Source: an optimization exercise on an open RTL-to-GDS flow (aim: small area). Production flows keep margins and buffers that such runs may drop. Function was checked by simulation only, so behaviour that the tests miss may differ from the original.

==> inputs of job 3705 <==
// pfse_frdec4
module pfse_frdec4 (
    input  wire        clk,
    input  wire        rst,
    input  wire        in_valid,
    input  wire [31:0] in_data,
    input  wire        in_last,
    input  wire [1:0]  in_nbytes,
    output wire        out_valid,
    output wire [1:0]  out_demux,       
    output wire [11:0] out_status,      
    output wire [6:0]  out_rel_id,
    output wire        out_agg,
    output wire [31:0] out_entry_id,
    output wire [31:0] out_attr2,
    output wire [31:0] out_attr3,
    output wire [31:0] out_udp_ports,   
    output wire [31:0] out_udp_lencs,   
    output wire [15:0] out_pay_off,
    output wire [15:0] out_pay_len,
    output wire [47:0] out_dmac,
    output wire [47:0] out_smac,
    output wire [31:0] out_src_ip,
    output wire [31:0] out_dst_ip,
    output wire [3:0]  out_ihl,
    output wire [7:0]  out_proto,
    output wire [15:0] out_totlen
);
Settings: LEC_CHECK=0, CAP_MARGIN=20, CORE_MARGIN=2, CORE_UTILIZATION=65, SLEW_MARGIN=20; clock period 24.0 ns.
standard.sh (not shown) runs the stock make flow with config.mk's settings and CLKGATE_MAP_FILE= SYNTH_SCRIPT=/design/flow/synth_recipe.tcl, a recipe that flattens the netlist after the stock synthesis.
==> flow/flow/run.sh <==
#!/bin/bash
# The standard ORFS layout (standard.sh, unchanged synthesis), with two
# layout choices of its own:
#  - the port buffers use the smallest buffer cell (buf_1);
#  - the clock tree uses clkbuf_4 in small sink clusters and inserts no dummy loads.
set -euo pipefail
bash standard.sh \
  "BUFFER_PORTS_ARGS=-buffer_cell sky130_fd_sc_hd__buf_1" \
  "CTS_ARGS=-sink_clustering_enable -repair_clock_nets -dont_use_dummy_load -buf_list sky130_fd_sc_hd__clkbuf_4 -sink_clustering_size 8 -sink_clustering_max_diameter 40" \
  finish > standard_flow.log 2>&1
==> job 6062 (differences from job 3705) <==
--- a/flow/design.v
+++ b/flow/design.v
@@ -108,15 +108,16 @@
     wire t_ge9  = |T[15:4] | (T[3] & |T[2:0]);
     wire t_ge21 = |T[15:5] | (T[4] & (T[3] | (T[2] & (T[1] | T[0]))));
     wire valid_b = t_ge21 & b_ok;
     wire valid_a = t_ge9 & a_ok;
     wire m_a  = rk1 | rk2;                             
     wire m_b  = rk4 | rk5;                             
     wire x_nz = m_a | m_b | !p_udp;                    
-    wire x_13 = m_b | (!m_a & valid_b);                
+    wire kb6  = (kb == 5'd6);
+    wire x_13 = m_b | (!m_a & !kb6 & valid_b);         
     wire [19:0] Xw = rca({4'd0, T}, {4'd0, {12{x_nz}}, x_nz & !x_13, x_nz & !x_13, x_nz, x_nz}, 1'b0);
     wire [15:0] X  = Xw[15:0];
     wire cmp_h = (l3 == X[15:8]);
     wire cmp_l = (l0 == X[7:0]);
     wire x3   = (tot[1:0] == 2'd3);
     wire c_ge3 = |C[13:2] | (C[1] & C[0]);
     wire c_ge2 = |C[13:1];
@@ -156,16 +157,16 @@
     wire [15:0] w1b = {a2, a3};
     wire [7:0] b0 = m2[0] ? l0 : 8'd0;
     wire [7:0] b1 = m2[1] ? l1 : 8'd0;
     wire [7:0] b2 = m2[2] ? l2 : 8'd0;
     wire [7:0] b3 = m2[3] ? l3 : 8'd0;
     wire        use1 = p_rel & !valid_b;
     wire [15:0] a1m  = use1 ? {A1[7:0], A1[15:8]} : 16'd0;
-    wire [15:0] w2a = fin ? a1m : odd2 ? {b1, b2} : {b0, b1};
-    wire [15:0] w2b = fin ? X   : odd2 ? {b3, b0} : {b2, b3};
+    wire [15:0] w2a = fin ? a1m : odd2 ? {b1, b2} : (in_valid & kb6) ? X : {b0, b1};
+    wire [15:0] w2b = odd2 ? {b3, b0} : {b2, b3};
     wire [15:0] a1lo = hs ? {8'd0, ~R_n[95:88]} : A1;
     wire [17:0] A1nx = acc(a1lo, A1u0 & !hs, A1u1 & !hs, w1a, w1b);
     wire [17:0] A2nx = acc(A2, A2u0, A2u1, w2a, w2b);
     wire a1_ok = (&A1[15:2]) & (A1[1] == !A1u1) & (A1[0] == !(A1u0 ^ A1u1));
     wire [19:0] bc1 = rca({15'd0, kb}, 20'd0, in_valid & (kb != 5'd31));
     wire [19:0] Cm1 = rca({6'd0, C}, 20'hFFFFF, !(in_valid & (C != 14'd0)));
     always @(posedge clk) begin
@@ -252,18 +253,21 @@
     wire g_udp = good & p_udp;
     wire g_b   = g_rel & valid_b;
     wire g_a   = g_rel & !valid_b;
     wire sel_b = p_rel & valid_b;
     wire [15:0] R45 = ~R_n[71:56];
     wire lenok = p_rel | (R45 == X);
     wire [15:0] ck  = ~(sel_b ? bck_n : p_rel ? R_n[47:32] : R_n[55:40]);
-    wire [17:0] us   = A2nx;
+    wire [17:0] us   = A2nx;                                   
     wire [1:0]  hs2  = {us[17], us[16] ^ us[17]};             
     wire [1:0]  h1   = {use1 & A1u1, use1 & (A1u0 ^ A1u1)};    
-    wire        us_ok = (&us[15:10]) & (us[9:8] == ~h1) & (&us[7:2]) & (us[1:0] == ~hs2);
+    wire        z0   = (&us[15:10]) & (us[9:8] == ~h1) & (&us[7:2]) & (us[1:0] == ~hs2);
+    wire        z12  = (us[15:4] == 12'd0) &
+                       (us[3:0] == ((hs2 == 2'd0) ? 4'd12 : (hs2 == 2'd1) ? 4'd11 : 4'd10));
+    wire        us_ok = (p_rel & valid_b) ? z12 : z0;
     wire udpok = lenok & ((ck == 16'd0) | us_ok);
     wire [11:0] status = good ? {lenok, udpok, ipok, g_b & valid_a, 1'b1, g_b,
                                  !p_rel, p_rel, 4'd0} :
                          (c_rel | c_udp) ? 12'h083 : 12'h0B0;
     wire [19:0] plw = rca({4'd0, X}, 20'hFFFF8, 1'b0);    
     wire [19:0] pow = rca({16'd0, ihl}, {16'd0, g_b, !g_b, 1'b0, !g_b}, 1'b0);
     wire [4:0]  po  = pow[4:0];                        
Settings changed: CORE_UTILIZATION 65 to 55.
==> job 2198 (differences from job 3705) <==
--- a/flow/design.v
+++ b/flow/design.v
@@ -63,16 +63,16 @@
     endfunction
     reg        fresh;      
     reg        fin;        
     reg [4:0]  bc;         
     wire [4:0] kb = fresh ? 5'd0 : bc;     
     wire       lastb = in_valid & in_last;
     wire       nb4 = (in_nbytes == 2'd0);   
-    reg [47:0]  dmac, smac;
-    reg [31:0]  sip, dip;
+    reg [47:0]  dmac_n, smac_n;
+    reg [31:0]  sip_n, dip_n;
     reg [3:0]   ihl;
     reg [15:0]  tot;
     reg         p_rel, p_udp;
     reg [103:0] R_n;       
     reg [31:0]  bp_n;      
     reg [15:0]  bck_n;     
     reg         a_ok, b_ok;    
@@ -108,15 +108,16 @@
     wire t_ge9  = |T[15:4] | (T[3] & |T[2:0]);
     wire t_ge21 = |T[15:5] | (T[4] & (T[3] | (T[2] & (T[1] | T[0]))));
     wire valid_b = t_ge21 & b_ok;
     wire valid_a = t_ge9 & a_ok;
     wire m_a  = rk1 | rk2;                             
     wire m_b  = rk4 | rk5;                             
     wire x_nz = m_a | m_b | !p_udp;                    
-    wire x_13 = m_b | (!m_a & valid_b);                
+    wire kb6  = (kb == 5'd6);
+    wire x_13 = m_b | (!m_a & !kb6 & valid_b);         
     wire [19:0] Xw = rca({4'd0, T}, {4'd0, {12{x_nz}}, x_nz & !x_13, x_nz & !x_13, x_nz, x_nz}, 1'b0);
     wire [15:0] X  = Xw[15:0];
     wire cmp_h = (l3 == X[15:8]);
     wire cmp_l = (l0 == X[7:0]);
     wire x3   = (tot[1:0] == 2'd3);
     wire c_ge3 = |C[13:2] | (C[1] & C[0]);
     wire c_ge2 = |C[13:1];
@@ -156,48 +157,51 @@
     wire [15:0] w1b = {a2, a3};
     wire [7:0] b0 = m2[0] ? l0 : 8'd0;
     wire [7:0] b1 = m2[1] ? l1 : 8'd0;
     wire [7:0] b2 = m2[2] ? l2 : 8'd0;
     wire [7:0] b3 = m2[3] ? l3 : 8'd0;
     wire        use1 = p_rel & !valid_b;
     wire [15:0] a1m  = use1 ? {A1[7:0], A1[15:8]} : 16'd0;
-    wire [15:0] w2a = fin ? a1m : odd2 ? {b1, b2} : {b0, b1};
-    wire [15:0] w2b = fin ? X   : odd2 ? {b3, b0} : {b2, b3};
+    wire [15:0] w2a = fin ? a1m : odd2 ? {b1, b2} : (in_valid & kb6) ? X : {b0, b1};
+    wire [15:0] w2b = odd2 ? {b3, b0} : {b2, b3};
     wire [15:0] a1lo = hs ? {8'd0, ~R_n[95:88]} : A1;
     wire [17:0] A1nx = acc(a1lo, A1u0 & !hs, A1u1 & !hs, w1a, w1b);
     wire [17:0] A2nx = acc(A2, A2u0, A2u1, w2a, w2b);
     wire a1_ok = (&A1[15:2]) & (A1[1] == !A1u1) & (A1[0] == !(A1u0 ^ A1u1));
-    wire [19:0] bc1 = rca({15'd0, kb}, 20'd0, in_valid & (kb != 5'd31));
-    wire [19:0] Cm1 = rca({6'd0, C}, 20'hFFFFF, !(in_valid & (C != 14'd0)));
+    wire [4:0]  bc1 = (kb == 5'd31) ? 5'd31 : kb + 5'd1;
+    wire [13:0] Cm1 = C - 14'd1;
     always @(posedge clk) begin
         if (rst) begin
             fresh <= 1'b1;
             fin   <= 1'b0;
         end else begin
             fin <= lastb;
-            if (in_valid)
+            if (in_valid) begin
                 fresh <= in_last;
-        end
-    end
-    always @(posedge clk) begin
-        bc <= bc1[4:0];
-        C  <= (in_valid & (kb == 5'd4)) ? in_data[31:18] : Cm1[13:0];
+                bc    <= bc1;
+            end
+        end
     end
     always @(posedge clk) begin
         {A1u1, A1u0, A1} <= fresh ? 18'd0  : A1nx;
         {A2u1, A2u0, A2} <= fresh ? 18'd17 : A2nx;
         if (hs)
             ipok <= a1_ok;
         if (in_valid) begin
             if (kb == 5'd3) begin
                 p_rel <= (in_data[31:16] == 16'h0800);
                 p_udp <= (in_data[31:16] == 16'h0800);
                 g_reg <= (in_data[15:12] == 4'd4) &
                          (in_data[11] | (in_data[10] & (in_data[9] | in_data[8])));
             end
+            if (kb == 5'd4) begin
+                C   <= in_data[31:18];
+            end else if (C != 14'd0) begin
+                C   <= Cm1;
+            end
             if (kb == 5'd5) begin
                 g_reg <= g_reg & !in_data[29] & (in_data[28:16] == 13'd0);
                 p_rel <= p_rel & (l3 == 8'd250);
                 p_udp <= p_udp & (l3 == 8'd17);
             end
             if (rk1) a_ok <= cmp_h;
             if (rk2) a_ok <= a_ok & cmp_l;
@@ -207,28 +211,28 @@
                 g_reg <= good_now;
                 if (!n24_now) begin
                     p_rel <= 1'b0;
                     p_udp <= 1'b0;
                 end
             end
         end
-        if (clr | (in_valid & (kb == 5'd0))) dmac[47:16] <= gd;
+        if (clr | (in_valid & (kb == 5'd0))) dmac_n[47:16] <= gd;
         if (clr | (in_valid & (kb == 5'd1))) begin
-            dmac[15:0]  <= gd[31:16];
-            smac[47:32] <= gd[15:0];
-        end
-        if (clr | (in_valid & (kb == 5'd2))) smac[31:0] <= gd;
+            dmac_n[15:0]  <= gd[31:16];
+            smac_n[47:32] <= gd[15:0];
+        end
+        if (clr | (in_valid & (kb == 5'd2))) smac_n[31:0] <= gd;
         if (clr | (in_valid & (kb == 5'd3))) ihl <= gd[11:8];
         if (clr | (in_valid & (kb == 5'd4))) tot <= gd[31:16];
-        if (clr | (in_valid & (kb == 5'd6))) sip[31:16] <= gd[15:0];
+        if (clr | (in_valid & (kb == 5'd6))) sip_n[31:16] <= gd[15:0];
         if (clr | (in_valid & (kb == 5'd7))) begin
-            sip[15:0]  <= gd[31:16];
-            dip[31:16] <= gd[15:0];
-        end
-        if (clr | (in_valid & (kb == 5'd8))) dip[15:0] <= gd[31:16];
+            sip_n[15:0]  <= gd[31:16];
+            dip_n[31:16] <= gd[15:0];
+        end
+        if (clr | (in_valid & (kb == 5'd8))) dip_n[15:0] <= gd[31:16];
         if (clr | (in_valid & rk0)) R_n[103:88] <= gn[15:0];
         if (clr | (in_valid & rk1)) R_n[87:56]  <= gn;
         if (clr | (in_valid & rk2)) R_n[55:24]  <= gn;
         if (clr | (in_valid & rk3)) begin
             R_n[23:0]   <= gn[31:8];
             bp_n[31:24] <= gn[7:0];
         end
@@ -252,38 +256,40 @@
     wire g_udp = good & p_udp;
     wire g_b   = g_rel & valid_b;
     wire g_a   = g_rel & !valid_b;
     wire sel_b = p_rel & valid_b;
     wire [15:0] R45 = ~R_n[71:56];
     wire lenok = p_rel | (R45 == X);
     wire [15:0] ck  = ~(sel_b ? bck_n : p_rel ? R_n[47:32] : R_n[55:40]);
-    wire [17:0] us   = A2nx;
+    wire [17:0] us   = A2nx;                                   
     wire [1:0]  hs2  = {us[17], us[16] ^ us[17]};             
     wire [1:0]  h1   = {use1 & A1u1, use1 & (A1u0 ^ A1u1)};    
-    wire        us_ok = (&us[15:10]) & (us[9:8] == ~h1) & (&us[7:2]) & (us[1:0] == ~hs2);
+    wire        z0   = (&us[15:10]) & (us[9:8] == ~h1) & (&us[7:2]) & (us[1:0] == ~hs2);
+    wire        z12  = (us[15:4] == 12'd0) &
+                       (us[3:0] == ((hs2 == 2'd0) ? 4'd12 : (hs2 == 2'd1) ? 4'd11 : 4'd10));
+    wire        us_ok = (p_rel & valid_b) ? z12 : z0;
     wire udpok = lenok & ((ck == 16'd0) | us_ok);
     wire [11:0] status = good ? {lenok, udpok, ipok, g_b & valid_a, 1'b1, g_b,
                                  !p_rel, p_rel, 4'd0} :
                          (c_rel | c_udp) ? 12'h083 : 12'h0B0;
     wire [19:0] plw = rca({4'd0, X}, 20'hFFFF8, 1'b0);    
-    wire [19:0] pow = rca({16'd0, ihl}, {16'd0, g_b, !g_b, 1'b0, !g_b}, 1'b0);
-    wire [4:0]  po  = pow[4:0];                        
+    wire [4:0]  po  = {1'b0, ihl} + (g_b ? 5'd8 : 5'd5);
     assign out_valid     = fin & ~rst;
     assign out_demux     = {!c_rel, !c_udp};
     assign out_status    = status;
     assign out_rel_id    = ~(R_n[103:97] | {7{!p_rel}});
     assign out_agg       = ~(R_n[96] | !p_rel);
     assign out_entry_id  = ~(R_n[95:64] | {32{!sel_b}});
     assign out_attr2     = ~(R_n[63:32] | {32{!sel_b}});
     assign out_attr3     = ~(R_n[31:0]  | {32{!sel_b}});
     assign out_udp_ports = ~(sel_b ? bp_n : p_rel ? R_n[95:64] : R_n[103:72]);
     assign out_udp_lencs = {g_rel ? X : p_rel ? 16'd0 : R45, ck};
     assign out_pay_off   = good ? {9'd0, po, 1'b1, g_rel} : 16'd0;
     assign out_pay_len   = good ? plw[15:0] : 16'd0;
-    assign out_dmac      = dmac;
-    assign out_smac      = smac;
-    assign out_src_ip    = sip;
-    assign out_dst_ip    = dip;
+    assign out_dmac      = dmac_n;
+    assign out_smac      = smac_n;
+    assign out_src_ip    = sip_n;
+    assign out_dst_ip    = dip_n;
     assign out_ihl       = ihl;
     assign out_proto     = {g_rel, g_rel, g_rel, good, g_rel, 1'b0, g_rel, g_udp};
     assign out_totlen    = tot;
 endmodule
Settings changed: CORE_UTILIZATION 65 to 45.
==> summary.txt <==
status=timing/DRC/antenna clean; filler instances=2,081; Total GRT Usage=41.6%; die width=177 um; met1 wire length=23,200 um; number of synthesized flops with an enable pin=338; initial antenna violation count=3; gpl congestion=0.993; flop-to-flop setup slack=11.41 ns
(the above is from job 3705)
==> summary.txt <==
status=timing/DRC/antenna clean; gpl congestion=0.971; initial antenna violation count=5; flop-to-flop setup slack=10.70 ns; Total GRT Usage=37.1%; met1 wire length=25,800 um; filler instances=2,964; number of synthesized flops with an enable pin=338
(the above is from job 6062)
==> summary.txt <==
initial antenna violation count=4; actual slew at the worst max-slew pin=1.06 ns; post-synthesis xor/xnor area fraction=2.51%; die width=214 um; status=timing/DRC/antenna clean; met1 wire length=28,700 um; filler instances=3,926; flop-to-flop setup slack=10.64 ns; Total GRT Usage=30.6%; Post-DRT Antenna Nets=0; number of synthesized flops with an enable pin=357
(the above is from job 2198)

==> afterwards: timing with drivers on the ports <==
The flow's constraints put no driver on any port. The routed layouts listed below were extracted and timed again, unchanged, in two steps. Step 1: set_driving_cell puts a clkbuf_16 on clk and a buf_2 on each other input, an assumption about the parent block. Step 2 adds t to the input delays and takes it off the output delays; t is the mean of the earliest and latest rising clock arrival at the registers after step 1. Input paths then give back, and output paths get back, about the clock's delay inside the block. Three values: ideal ports, drivers, drivers and shift; two values: the first two.
run | t (ns) | setup WS [ns] | latest minus earliest clock arrival (ns) | worst data-port slew with drivers (ns)
job 3705 | 0.760 | 5.077 / 5.027 / 5.338 | 0.088 / 0.088 | 0.06
job 6062 | 0.792 | 4.154 / 4.106 / 4.898 | 0.064 / 0.065 | 0.06
job 2198 | 0.835 | 4.553 / 4.504 / 5.338 | 0.125 / 0.125 | 0.07
After both steps every run listed still meets setup and hold.
